This design comes from an exercise in tuning for small area on the open sky130 flow, not from production work.
Function was checked by simulation only, so behaviour that the tests miss may differ from the original.

==> v21 <==
// hab360_rx
module hab360_rx (
    input  wire        clk,
    input  wire        rst,
    output wire        rx_poll,
    input  wire        rx_avail,
    input  wire [7:0]  rx_data,
    input  wire        tick,
    output reg  [2:0]  evt,
    output wire [1:0]  mal_cause,
    output wire        pkt_valid,
    output wire [15:0] rx_len,
    output wire [2:0]  rx_type,
    output wire [4:0]  rx_cid,
    output wire [31:0] rx_ts,
    input  wire [8:0]  rx_rd_addr,
    output wire [7:0]  rx_rd_data,
    output wire        val_valid,
    output wire [15:0] val_status,
    output wire        fwd_valid,
    output wire [7:0]  fwd_opcode,
    output wire [31:0] fwd_freq,
    output wire [31:0] fwd_bw,
    output wire [7:0]  fwd_sf,
    output wire [7:0]  fwd_cr,
    output wire [7:0]  fwd_sync,
    output wire [7:0]  fwd_power,
    output wire [15:0] fwd_preamble,
    output wire [31:0] fwd_climit,
    output wire [31:0] fwd_unix,
    input  wire        rsp_valid
);
clock: 15.0 ns
lec_check: 0
cap_margin: 10
core_margin: 2
core_utilization: 60
gpl_timing_driven: 0
setup_slack_margin: 0.5
slew_margin: 10
standard.sh (not shown) runs the stock make flow with config.mk's settings and CLKGATE_MAP_FILE= SYNTH_SCRIPT=/design/flow/synth_recipe.tcl, a recipe that flattens the netlist after the stock synthesis.
==> flow/flow/run.sh <==
#!/bin/bash
# Own layout flow: the standard ORFS flow (standard.sh), changed only in
# how the layout is made:
#  - synthesis maps the logic with an area-oriented ABC script
#    (abc_area.script; abc_area_fallback.script if ABC fails on it) instead
#    of ORFS's speed script; every other synthesis step, and so every
#    register, is the standard synthesis's;
#  - the port buffers that global placement inserts are sky130_fd_sc_hd__buf_1
#    (the resizer may still upsize them);
#  - repair_design (placement and global routing) builds its buffer trees
#    from the small buffers only (no_big_bufs.tcl);
#  - CTS clusters up to 16 sinks per clkbuf_8 and adds no dummy loads.
# Each tool's output goes to a log file in this folder or under orfs/logs.
set -uo pipefail
W=$(pwd)
F=$W/flow
{ head -n 1 synth_recipe.tcl; cat "$F/abc_proc.tcl"; tail -n +2 synth_recipe.tcl; } > own_synth.tcl
sed "s#SYNTH_SCRIPT=[^ ]*synth_recipe.tcl#SYNTH_SCRIPT=$W/own_synth.tcl#" standard.sh > own_standard.sh
if ! grep -q "SYNTH_SCRIPT=$W/own_synth.tcl" own_standard.sh; then
  echo "could not point standard.sh at own_synth.tcl" >&2
  exit 1
fi
export BUFFER_PORTS_ARGS="-buffer_cell sky130_fd_sc_hd__buf_1"
export PRE_RESIZE_TCL=$F/no_big_bufs.tcl
export PRE_GLOBAL_ROUTE_TCL=$F/no_big_bufs.tcl
export CTS_ARGS="-sink_clustering_enable -repair_clock_nets -dont_use_dummy_load -buf_list sky130_fd_sc_hd__clkbuf_8 -sink_clustering_size 16 -sink_clustering_max_diameter 60"

export OWN_ABC_SCRIPT=$F/abc_area.script
if ! bash own_standard.sh synth > own_synth.log 2>&1; then
  export OWN_ABC_SCRIPT=$F/abc_area_fallback.script
  bash own_standard.sh synth > own_synth_fallback.log 2>&1 || { tail -n 20 own_synth_fallback.log; exit 1; }
fi
bash own_standard.sh > own_standard.log 2>&1
status=$?
tail -n 20 own_standard.log
exit $status
==> flow/flow/abc_area.script <==
&get -n
&st
&dch
&nf
&put
mfs3 -ae
&get -n
&st
&dch
&nf
&put
==> flow/flow/abc_area_fallback.script <==
&get -n
&st
&dch
&nf
&put
==> flow/flow/abc_proc.tcl <==
# Map with an area-oriented ABC script instead of the speed script.
proc abc {args} {
  set i [lsearch -exact $args -script]
  if {$i >= 0} { lset args [expr {$i + 1}] $::env(OWN_ABC_SCRIPT) }
  yosys abc {*}$args
}
==> flow/flow/no_big_bufs.tcl <==
set_dont_use {sky130_fd_sc_hd__buf_6 sky130_fd_sc_hd__buf_8 sky130_fd_sc_hd__buf_12 sky130_fd_sc_hd__buf_16 sky130_fd_sc_hd__bufbuf_8 sky130_fd_sc_hd__bufbuf_16}
==> inputs of v8, as changes to v21 <==
--- a/flow/design.v
+++ b/flow/design.v
@@ -271,45 +271,45 @@
     wire [8:0] sidx   = top + ~rx_rd_addr;                           
     wire [7:0] lo_or [0:FIRST_SH];
     assign lo_or[0] = 8'h00;
     generate
         for (k = 0; k < FIRST_SH; k = k + 1) begin : g_lo
             assign lo_or[k+1] = lo_or[k] | (rxbuf[k] & {8{rx_rd_addr == k}});
         end
     endgenerate
-    wire [15:0] col_sel;
-    wire [15:0] row_sel;
+    wire [15:0] grp_sel;
+    wire [15:0] low_sel;
     generate
         for (k = 0; k < 16; k = k + 1) begin : g_sel
-            assign col_sel[k] = (sidx[3:0] == k);
-            assign row_sel[k] = (sidx[8:4] == k);
+            assign grp_sel[k] = (sidx[8:4] == k);
+            assign low_sel[k] = (sidx[3:0] == k);
         end
     endgenerate
-    wire [7:0] row_val [0:15];
+    wire [7:0] low_val [0:15];
     generate
-        for (k = 0; k < 16; k = k + 1) begin : g_rv
-            genvar c;
+        for (k = 0; k < 16; k = k + 1) begin : g_lv
+            genvar g;
             wire [7:0] t [0:16];
             assign t[0] = 8'h00;
-            for (c = 0; c < 16; c = c + 1) begin : g_c
-                if (16 * k + c < NSH) begin : g_in
-                    assign t[c+1] = t[c] | (sh[16*k + c] & {8{col_sel[c]}});
+            for (g = 0; g < 16; g = g + 1) begin : g_g
+                if (16 * g + k < NSH) begin : g_in
+                    assign t[g+1] = t[g] | (sh[16*g + k] & {8{grp_sel[g]}});
                 end else begin : g_out
-                    assign t[c+1] = t[c];
+                    assign t[g+1] = t[g];
                 end
             end
-            assign row_val[k] = t[16];
+            assign low_val[k] = t[16];
         end
     endgenerate
     wire [7:0] sh_or [0:16];
     assign sh_or[0] = 8'h00;
     generate
-        for (k = 0; k < 16; k = k + 1) begin : g_ro
-            assign sh_or[k+1] = sh_or[k] | (row_val[k] & {8{row_sel[k]}});
+        for (k = 0; k < 16; k = k + 1) begin : g_lo_or
+            assign sh_or[k+1] = sh_or[k] | (low_val[k] & {8{low_sel[k]}});
         end
     endgenerate
     wire in_frame = (rx_rd_addr < idx_q);
     wire rd_lo    = (rx_rd_addr < FIRST_SH);
     wire rd_end   = (rx_rd_addr == 9'd273);
     wire [7:0] rd_any = rd_lo ? lo_or[FIRST_SH] : rd_end ? 8'h7F : sh_or[16];
     assign pkt_valid  = pkt_valid_q;
     assign mal_cause  = mal_cause_q;
==> flow/flow/run.sh (replaced) <==
#!/bin/bash
# Own layout flow: the standard ORFS flow (standard.sh), changed only in
# how the layout is made:
#  - synthesis maps the logic with area-oriented ABC scripts instead of
#    ORFS's speed script: the synthesis runs once per script abc_[a-d].script
#    (in syn_*/), and the one with the smallest cell area is rerun for the
#    layout (abc_z.script if all of them fail).  Every other synthesis step,
#    and so every register, is the standard synthesis's;
#  - the port buffers that global placement inserts are sky130_fd_sc_hd__buf_1
#    (the resizer may still upsize them);
#  - repair_design (placement and global routing) builds its buffer trees
#    from the small buffers only (no_big_bufs.tcl);
#  - CTS clusters up to 16 sinks per clkbuf_8 and adds no dummy loads.
# Each tool's output goes to a log file in this folder or under orfs/logs.
set -uo pipefail
W=$(pwd)
F=$W/flow
{ head -n 1 synth_recipe.tcl; cat "$F/abc_proc.tcl"; tail -n +2 synth_recipe.tcl; } > own_synth.tcl
sed "s#SYNTH_SCRIPT=[^ ]*synth_recipe.tcl#SYNTH_SCRIPT=$W/own_synth.tcl#" standard.sh > own_standard.sh
if ! grep -q "SYNTH_SCRIPT=$W/own_synth.tcl" own_standard.sh; then
  echo "could not point standard.sh at own_synth.tcl" >&2
  exit 1
fi
export BUFFER_PORTS_ARGS="-buffer_cell sky130_fd_sc_hd__buf_1"
export PRE_RESIZE_TCL=$F/no_big_bufs.tcl
export PRE_GLOBAL_ROUTE_TCL=$F/no_big_bufs.tcl
export CTS_ARGS="-sink_clustering_enable -repair_clock_nets -dont_use_dummy_load -buf_list sky130_fd_sc_hd__clkbuf_8 -sink_clustering_size 16 -sink_clustering_max_diameter 60"

# Trial synthesis with each ABC script, in parallel.
for s in a b c d; do
  sed "s#WORK_HOME=$W/orfs #WORK_HOME=$W/syn_$s #" own_standard.sh > own_standard_$s.sh
  ( OWN_ABC_SCRIPT=$F/abc_$s.script bash own_standard_$s.sh synth > own_synth_$s.log 2>&1 ) &
done
wait
best=z; best_area=
for s in a b c d; do
  st=$W/syn_$s/reports/$FLOW_PLATFORM/hab360_rx/base/synth_stat.txt
  a=$(grep -s "Chip area for module" "$st" | awk '{print $NF}')
  echo "abc_$s.script: ${a:-failed}" | tee -a own_synth_choice.log
  if [[ -n "$a" ]] && { [[ -z "$best_area" ]] || awk -v x="$a" -v y="$best_area" 'BEGIN{exit !(x < y)}'; }; then
    best=$s; best_area=$a
  fi
done
echo "chosen: abc_$best.script" | tee -a own_synth_choice.log

export OWN_ABC_SCRIPT=$F/abc_$best.script
bash own_standard.sh > own_standard.log 2>&1
status=$?
tail -n 20 own_standard.log
exit $status
==> flow/flow/abc_a.script (new file) <==
&get -n
&st
&dch
&nf
&put
mfs3 -ae
&get -n
&st
&dch
&nf
&put
==> flow/flow/abc_b.script (new file) <==
&get -n
&st
&dch
&nf
&put
topo
mfs3 -ae
&get -n
&st
&dch
&nf
&put
==> flow/flow/abc_c.script (new file) <==
&get -n
&st
&dch
&nf
&put
mfs2 -a
&get -n
&st
&dch
&nf
&put
mfs2 -a
&get -n
&st
&dch
&nf
&put
==> flow/flow/abc_d.script (new file) <==
&get -n
&st
&dch
&nf
&put
mfs3 -ae
&get -n
&st
&dch
&nf
&put
mfs3 -ae
&get -n
&st
&dch
&nf
&put
==> flow/flow/abc_z.script (new file) <==
&get -n
&st
&dch
&nf
&put
==> flow/config.mk (replaced) <==
export PLATFORM = sky130hd
export DESIGN_NAME = hab360_rx
export DESIGN_NICKNAME = hab360_rx
export VERILOG_FILES = /design/flow/design.v
export SDC_FILE = /design/flow/constraint.sdc
export NUM_CORES = 8
export LEC_CHECK = 0
export CAP_MARGIN = 10
export CORE_MARGIN = 2
export CORE_UTILIZATION = 45
export GPL_TIMING_DRIVEN = 0
export PLACE_DENSITY = 0.85
export SETUP_SLACK_MARGIN = 0.5
export SLEW_MARGIN = 10
removed: flow/flow/abc_area.script
removed: flow/flow/abc_area_fallback.script
==> inputs of v24, as changes to v21 <==
==> flow/config.mk (replaced) <==
export PLATFORM = sky130hd
export DESIGN_NAME = hab360_rx
export DESIGN_NICKNAME = hab360_rx
export VERILOG_FILES = /design/flow/design.v
export SDC_FILE = /design/flow/constraint.sdc
export NUM_CORES = 8
export LEC_CHECK = 0
export CAP_MARGIN = 10
export CORE_MARGIN = 2
export CORE_UTILIZATION = 45
export GPL_TIMING_DRIVEN = 0
export SETUP_SLACK_MARGIN = 0.5
export SLEW_MARGIN = 10
==> impl_metrics.yaml <==
status:
  outcome: "complete, but fails checks"
  so.violations: "max-capacitance violations, max-slew violations"
power_and_ir_drop:
  p_per_area_nw_per_um2: 111
  p_total_mw: 9.65
routing:
  wl_met1_um: 72600
  wl_um: 228000
cells_and_area:
  multi_input_area_share_pct: 15.9
timing:
  timing.final.max_slew_violations: 10
worst_setup_path:
  worstPathCellList: "buf_1 > clkinv_1 > ha_1 > a21o_1 > a221oi_1 > a21oi_1 > or4_1 > nor3_2 > buf_2 > buf_4 > buf_4 > buf_2 > a22oi_1 > nand2_1 > o21ai_0 > o2111ai_1 > a21oi_1 > and3_1 > nor3_1 > buf_1"
job:
  drv_cap: 1
The numbers above come from v8.

==> impl_metrics.yaml <==
routing:
  wl_um: 214000
  wl_met1_um: 86600
  vias_per_cell: 7.16
power_and_ir_drop:
  p_per_area_nw_per_um2: 113
  p_total_mw: 9.89
yosys:
  synthArstFlopShare_pct: 0
timing:
  timing.final.max_slew_violations: 0
  period_minus_slack_ns: 12.46
  clock_skew_ns: 0.0768
cells_and_area:
  largest_register: "sh"
  multi_input_area_share_pct: 16.0
  layout.cells.non_filler: 6707
status:
  outcome: "no timing/DRC/antenna violations"
job:
  drv_cap: 0
grt:
  grt.busiest_layer: "met2"
The numbers above come from v21.

==> impl_metrics.yaml <==
status:
  outcome: "no timing/DRC/antenna violations"
yosys:
  ys_top_cells_by_count: "edfxtp_1 (2170), a222oi_1 (417), a22oi_1 (278)"
routing:
  wl_um: 229000
  wl_met1_um: 90300
timing:
  fin_ws_ns: 2.19
  fin_crit_sh_pct: 85.4
  timing.final.max_slew_violations: 0
worst_setup_path:
  worstPathCellList: "buf_1 > clkinv_1 > ha_1 > nand3_1 > a21boi_1 > nor4_2 > buf_2 > buf_2 > buf_2 > buf_2 > buf_2 > buf_2 > a222oi_1 > nand4_1 > a211oi_1 > a21oi_1 > or4_1 > nor4_1 > o221ai_1 > o21a_1 > buf_1"
floorplan:
  rows: 154
power_and_ir_drop:
  clock_power_mw: 2.83
  p_per_area_nw_per_um2: 113
  p_switching_mw: 2.15
  p_total_mw: 9.97
job:
  drv_cap: 0
placement:
  dp.cells: 7129
The numbers above come from v24.

afterwards: timing with drivers on the ports:
Ports are ideal in the flow. The routed layouts listed here were re-timed in OpenROAD.
Step 1: set_driving_cell puts a clkbuf_16 on clk and a buf_2 on each other input, an assumption about the parent block.
Step 2, shift: input delay + t, output delay - t, t = (earliest + latest rising clock arrival at the registers) / 2. This alone moves slack from input paths to output paths.
Three values: no drivers, after step 1, after step 2; two values: the first two.
run | shift t [ns] | setup slack, ns | hold slack, ns | clock arrival spread, ns | cell pins on the clock port's net
v21 | 0.922 | 2.543 / 2.475 / 2.475 | 0.389 / 0.389 / 0.389 | 0.102 / 0.102 | 1
v8 | 0.978 | 1.948 / 1.877 / 1.877 | 0.408 / 0.408 / 0.408 | 0.085 / 0.085 | 1
v24 | 0.981 | 2.188 / 2.045 / 2.045 | 0.384 / 0.384 / 0.384 | 0.110 / 0.110 | 1
The setup slack of v24, which loses most, moves by -0.143 ns with the drivers and by -0.143 ns with both steps.
